This is an optimization exercise on Yosys and OpenROAD, whose aim is small area, a short achievable clock period and few clock cycles per item, not a production implementation.
RTL that was checked went through simulation tests only; none was proved equivalent to the original.
Power and IR drop assume default switching activity.

main:
==> flow/design.v (excerpt) <==
module idt_frame_decoder (
    input  wire        clk,
    input  wire        rst,         
    input  wire        tailoff,     
    input  wire        in_valid,
    input  wire [7:0]  in_data,
    input  wire        in_last,
    output wire        in_ready,
    output reg         res_valid,
    output wire [31:0] res_info,    
    output wire [31:0] res_crc,     
    output wire [31:0] res_len,     
    output wire [31:0] res_addr,    
    output wire [8:0]  rx_track,    
    output wire [15:0] rx_cnt       
);
Size in the first run: about 170 I/O pins, about 0.0070 mm2 of cells after synthesis.
==> module idt_frame_decoder, before the edit <==
module idt_frame_decoder (
    input  wire        clk,
    input  wire        rst,         
    input  wire        tailoff,     
    input  wire        in_valid,
    input  wire [7:0]  in_data,
    input  wire        in_last,
    output wire        in_ready,
    output reg         res_valid,
    output wire [31:0] res_info,    
    output wire [31:0] res_crc,     
    output wire [31:0] res_len,     
    output wire [31:0] res_addr,    
    output wire [8:0]  rx_track,    
    output wire [15:0] rx_cnt       
);
    localparam [2:0] C_OK = 3'd0, C_NO_DELIM = 3'd1, C_BAD_LEN = 3'd2,
                     C_BAD_CRC = 3'd3, C_BAD_COMPL = 3'd4, C_SEQ_ERR = 3'd5;
    localparam [1:0] T_NONE = 2'd0, T_HEAD = 2'd1, T_DATA = 2'd2, T_TAIL = 2'd3;
    function [15:0] crc_table;
        input [7:0] i;
        integer k;
        reg [15:0] r;
        begin
            r = {i, 8'h00};
            for (k = 0; k < 8; k = k + 1)
                r = r[15] ? ((r << 1) ^ 16'h1021) : (r << 1);
            crc_table = r;
        end
    endfunction
    function [15:0] crc_step;
        input [15:0] c;
        input [7:0]  b;
        begin
            crc_step = {c[7:0], 8'h00} ^ crc_table(c[15:8] ^ b);
        end
    endfunction
    reg         fresh;           
    reg  [10:0] q;
    reg         qz, qh;          
    reg         hd;              
    reg         da, ed;          
    reg         cs;              
    reg  [7:0]  n;               
    reg         co;              
    reg  [15:0] acc;             
    reg  [7:0]  d1, d2;          
    reg  [63:0] hl;              
    reg  [7:0]  rx_exp;
    reg         rx_inxfer;
    reg  [15:0] rx_count;
    reg         pend;            
    reg         rdy;             
    reg         s_cs;            
    reg         s_hi, s_lo;      
    reg         s_co;            
    reg         s_seq;           
    reg         s_nd;            
    reg  [1:0]  s_type;
    reg  [2:0]  r_code;
    reg  [1:0]  r_type;
    assign in_ready = rdy;
    assign rx_track = {rx_inxfer, rx_exp};
    assign rx_cnt   = rx_count;
    assign res_info = {5'd0, q, n, 1'b0, r_code, 2'b00, r_type};
    assign res_crc  = {acc, d2, d1};
    assign res_len  = hl[63:32];
    assign res_addr = hl[31:0];
    wire       accept = in_valid && rdy;
    wire       done   = accept && in_last;
    wire [7:0] b  = in_data;
    wire q_lo0 = qz;
    wire q_hi1 = qh;
    wire p1    = !fresh && q_hi1 && q[1:0] == 2'd0;
    wire p2    = !fresh && q_hi1 && q[1:0] == 2'd1;
    wire p3    = !fresh && q_hi1 && q[1:0] == 2'd2;
    wire p4    = !fresh && q_hi1 && q[1:0] == 2'd3;    
    wire over  = !fresh && q[10] && !q_hi1;            
    wire compl_ok  = hd || co;
    wire data_ok   = rx_inxfer && (n == rx_exp);
    wire tail_ok   = rx_inxfer && (tailoff ? (n == rx_exp) : (n == rx_count[7:0]));
    wire seq_ok    = hd || (da ? data_ok : tail_ok);
    wire hd_n = fresh ? (b == 8'hFE) :
                p1    ? (hd && b == 8'h00) :
                p2    ? (hd && b == 8'hFF) :
                p3    ? (hd && b == 8'h01) : hd;
    wire da_n = fresh ? (b == 8'hDA) : da;
    wire ed_n = fresh ? (b == 8'hED) : ed;
    wire is_head = hd_n && !fresh && !p1 && !p2;       
    wire [1:0] v_type = over    ? T_NONE :
                        is_head ? T_HEAD : da_n ? T_DATA : ed_n ? T_TAIL : T_NONE;
    wire csx = cs && !fresh;                           
    wire v_fld = s_cs && s_hi && s_lo && s_co;           
    wire [2:0] v_code = !s_cs            ? (s_nd ? C_NO_DELIM : C_BAD_LEN) :
                        !(s_hi && s_lo)  ? C_BAD_CRC :
                        !s_co            ? C_BAD_COMPL :
                        s_seq            ? C_OK : C_SEQ_ERR;
    wire n13   = !fresh && q == 11'd7;                           
    wire n4    = p3;                                             
    wire ndat  = !fresh && (q_hi1 ? q[1] : !(q[10:0] >= 11'd1023));   
    wire cs_n  = hd ? n13 : da ? ndat : ed ? n4 : 1'b0;    
    wire [11:4] p_hl;
    assign p_hl[4] = p4;
    genvar g;
    generate
        for (g = 5; g <= 11; g = g + 1) begin : g_phl
            assign p_hl[g] = !fresh && q_lo0 && q[2:0] == (g - 5);
        end
    endgenerate
    wire        clr_crc = pend && !s_cs;
    wire        clr_chk = pend && !(v_fld && da);
    wire        clr_n   = pend && !(v_fld && !hd);
    wire        clr_hl  = pend && !(v_fld && hd);
    wire        wr_acc  = accept && (fresh || !in_last);
    wire [15:0] acc_d   = fresh ? 16'h0000 : crc_step(acc, d1);
    wire [10:0] q_d     = fresh ? 11'd2044 : q + 11'd1;
    wire [7:0] cnt_hi_inc = rx_count[15:8] + 8'd1;
    integer j;
    always @(posedge clk) begin
        acc <= wr_acc ? acc_d : (acc & {16{!clr_crc}});
        d1  <= accept ? b  : (d1 & {8{!clr_crc}});
        d2  <= accept ? d1 : (d2 & {8{!clr_crc}});
        if (accept) begin
            qz <= !fresh && ((qh && q[1:0] == 2'd3) || (qz && q[2:0] != 3'd7));
            qh <= fresh || (qh && q[1:0] != 2'd3);
        end else if (clr_chk) begin
            qz <= 1'b1;
            qh <= 1'b0;
        end
        q   <= accept ? q_d : (q & {11{!clr_chk}});
        n   <= (accept && p1) ? b : (n & {8{!clr_n}});
        for (j = 4; j <= 11; j = j + 1)
            hl[(11-j)*8 +: 8] <= (accept && p_hl[j]) ? b : (hl[(11-j)*8 +: 8] & {8{!clr_hl}});
        s_cs   <= csx;
        s_hi   <= (acc[15:8] == d1);
        s_lo   <= (acc[7:0] == b);
        s_co   <= compl_ok;
        s_seq  <= seq_ok;
        s_nd   <= (v_type == T_NONE) && !over;
        s_type <= v_type;
        r_code <= v_code;
        r_type <= s_type;
        if (accept) begin
            hd <= hd_n;
            da <= da_n;
            ed <= ed_n;
            cs <= cs_n;
            if (p2)
                co <= (b == ~n);
        end
        if (rst) begin
            fresh     <= 1'b1;
            pend      <= 1'b0;
            rdy       <= 1'b1;
            res_valid <= 1'b0;
            rx_exp    <= 8'd1;
            rx_inxfer <= 1'b0;
            rx_count  <= 16'd0;
        end else begin
            pend      <= done;
            rdy       <= !done;
            res_valid <= pend;
            if (accept)
                fresh <= in_last;
            if (pend && v_fld && s_seq) begin
                if (hd) begin
                    rx_exp    <= 8'd1;
                    rx_count  <= 16'd0;
                    rx_inxfer <= 1'b1;
                end else if (da) begin
                    rx_exp   <= rx_exp + 8'd1;
                    rx_count <= {(rx_exp == 8'd0) ? cnt_hi_inc : rx_count[15:8], rx_exp};
                end else begin
                    rx_inxfer <= 1'b0;
                end
            end
        end
    end
endmodule
Settings: LEC_CHECK=0, CAP_MARGIN=20, CORE_MARGIN=2, CORE_UTILIZATION=65, CTS_BUF_LIST=sky130_fd_sc_hd__clkbuf_8, SETUP_SLACK_MARGIN=2.1, SLEW_MARGIN=20; clock period 4.0 ns.
standard.sh (not shown) runs the stock make flow with config.mk's settings and CLKGATE_MAP_FILE= SYNTH_SCRIPT=/design/flow/synth_recipe.tcl, a recipe that flattens the netlist after the stock synthesis.
==> flow/flow/run.sh <==
#!/bin/bash
set -euo pipefail
bash standard.sh BUFFER_PORTS_ARGS="-buffer_cell sky130_fd_sc_hd__buf_1" finish > flow_make.log 2>&1
Testbench counts of main, summed over its fixed seeds: cycles 135,708, bytes 135,489.
Input changes introduced in the feature branch (baseline for comparison: main):
diff --git a/flow/design.v b/flow/design.v
--- a/flow/design.v
+++ b/flow/design.v
@@ -52,14 +52,12 @@
     reg         pend;            
     reg         rdy;             
     reg         s_cs;            
     reg         s_hi, s_lo;      
     reg         s_co;            
     reg         s_seq;           
-    reg         s_nd;            
-    reg  [1:0]  s_type;
     reg  [2:0]  r_code;
     reg  [1:0]  r_type;
     assign in_ready = rdy;
     assign rx_track = {rx_inxfer, rx_exp};
     assign rx_cnt   = rx_count;
     assign res_info = {5'd0, q, n, 1'b0, r_code, 2'b00, r_type};
@@ -83,18 +81,19 @@
     wire hd_n = fresh ? (b == 8'hFE) :
                 p1    ? (hd && b == 8'h00) :
                 p2    ? (hd && b == 8'hFF) :
                 p3    ? (hd && b == 8'h01) : hd;
     wire da_n = fresh ? (b == 8'hDA) : da;
     wire ed_n = fresh ? (b == 8'hED) : ed;
-    wire is_head = hd_n && !fresh && !p1 && !p2;       
-    wire [1:0] v_type = over    ? T_NONE :
-                        is_head ? T_HEAD : da_n ? T_DATA : ed_n ? T_TAIL : T_NONE;
     wire csx = cs && !fresh;                           
+    wire l_ge4  = !(qh && q[1:0] != 2'd3);                   
+    wire l_over = q[10] && !qh && (q[9:0] != 10'd0);         
+    wire [1:0] e_type = l_over ? T_NONE :
+                        (hd && l_ge4) ? T_HEAD : da ? T_DATA : ed ? T_TAIL : T_NONE;
     wire v_fld = s_cs && s_hi && s_lo && s_co;           
-    wire [2:0] v_code = !s_cs            ? (s_nd ? C_NO_DELIM : C_BAD_LEN) :
+    wire [2:0] v_code = !s_cs            ? ((e_type == T_NONE && !l_over) ? C_NO_DELIM : C_BAD_LEN) :
                         !(s_hi && s_lo)  ? C_BAD_CRC :
                         !s_co            ? C_BAD_COMPL :
                         s_seq            ? C_OK : C_SEQ_ERR;
     wire n13   = !fresh && q == 11'd7;                           
     wire n4    = p3;                                             
     wire ndat  = !fresh && (q_hi1 ? q[1] : !(q[10:0] >= 11'd1023));   
@@ -133,16 +132,14 @@
             hl[(11-j)*8 +: 8] <= (accept && p_hl[j]) ? b : (hl[(11-j)*8 +: 8] & {8{!clr_hl}});
         s_cs   <= csx;
         s_hi   <= (acc[15:8] == d1);
         s_lo   <= (acc[7:0] == b);
         s_co   <= compl_ok;
         s_seq  <= seq_ok;
-        s_nd   <= (v_type == T_NONE) && !over;
-        s_type <= v_type;
         r_code <= v_code;
-        r_type <= s_type;
+        r_type <= e_type;
         if (accept) begin
             hd <= hd_n;
             da <= da_n;
             ed <= ed_n;
             cs <= cs_n;
             if (p2)
==> notes.md <==
Compared with main, in the feature branch clock power shows an increase of about 10%; highest attainable clock frequency shows a reduction of about 1.6%; worst hold-check slack shows an increase of 83 ps.
As far as cell area after placement is concerned, main and the feature branch perform about the same.
Comparing compound-gate portion of the synthesized area for the feature branch and main, the smaller number came from the feature branch.
Compared to main, the feature branch has number of distinct standard cells referenced by the synthesized netlist 2 higher.
Summary of the feature branch over main: cell count after placement stayed essentially flat; ratio of final minimum period to clock period increased by 0.78 points relative to the old numbers.
Reg2reg setup slack, the feature branch and main, lower one = the feature branch.
Detailed route, the feature branch vs main: via total lower for the feature branch
On per-cell via count in the routed design: the feature branch sits below main.
[the feature branch vs main] net switching power figure: higher in the feature branch
The feature branch vs. main: post-route worst setup slack shows a reduction of 31 ps, share of final-layout standard cells stronger than drive strength 1 shows an increase of 0.73 points.
For the feature branch, only the layout was checked, not whether the RTL still works.

[afterwards: timing with drivers on the ports]
The results above use ideal ports. As a check the final layouts listed here were re-extracted and re-timed, cells and wires unchanged.
Step 1 (the two cells are an assumption about what drives the block):
set clk [get_ports {clk}]
set_driving_cell -lib_cell sky130_fd_sc_hd__clkbuf_16 $clk
set_driving_cell -lib_cell sky130_fd_sc_hd__buf_2 [delete_from_list [all_inputs] $clk]
Step 2 times the ports against the registers' clock, not the clock port: input delays grow and output delays shrink by t, the midpoint of the rising clock arrivals with the driver on.
Slacks: ideal ports / drivers / drivers and shift; pairs: ideal ports / drivers.
| run | shift t [ns] | setup WS [ns] | cell pins on the clock port's net |
|---|---|---|---|
| main | 0.485 | 2.146 / 2.108 / 1.725 | 1 |
| the feature branch | 0.500 | 2.115 / 2.080 / 1.641 | 1 |
After both steps setup and hold are still met in every run listed. For the feature branch, which loses most, drivers alone change the setup slack by -0.035 ns; drivers and shift together by -0.474 ns.
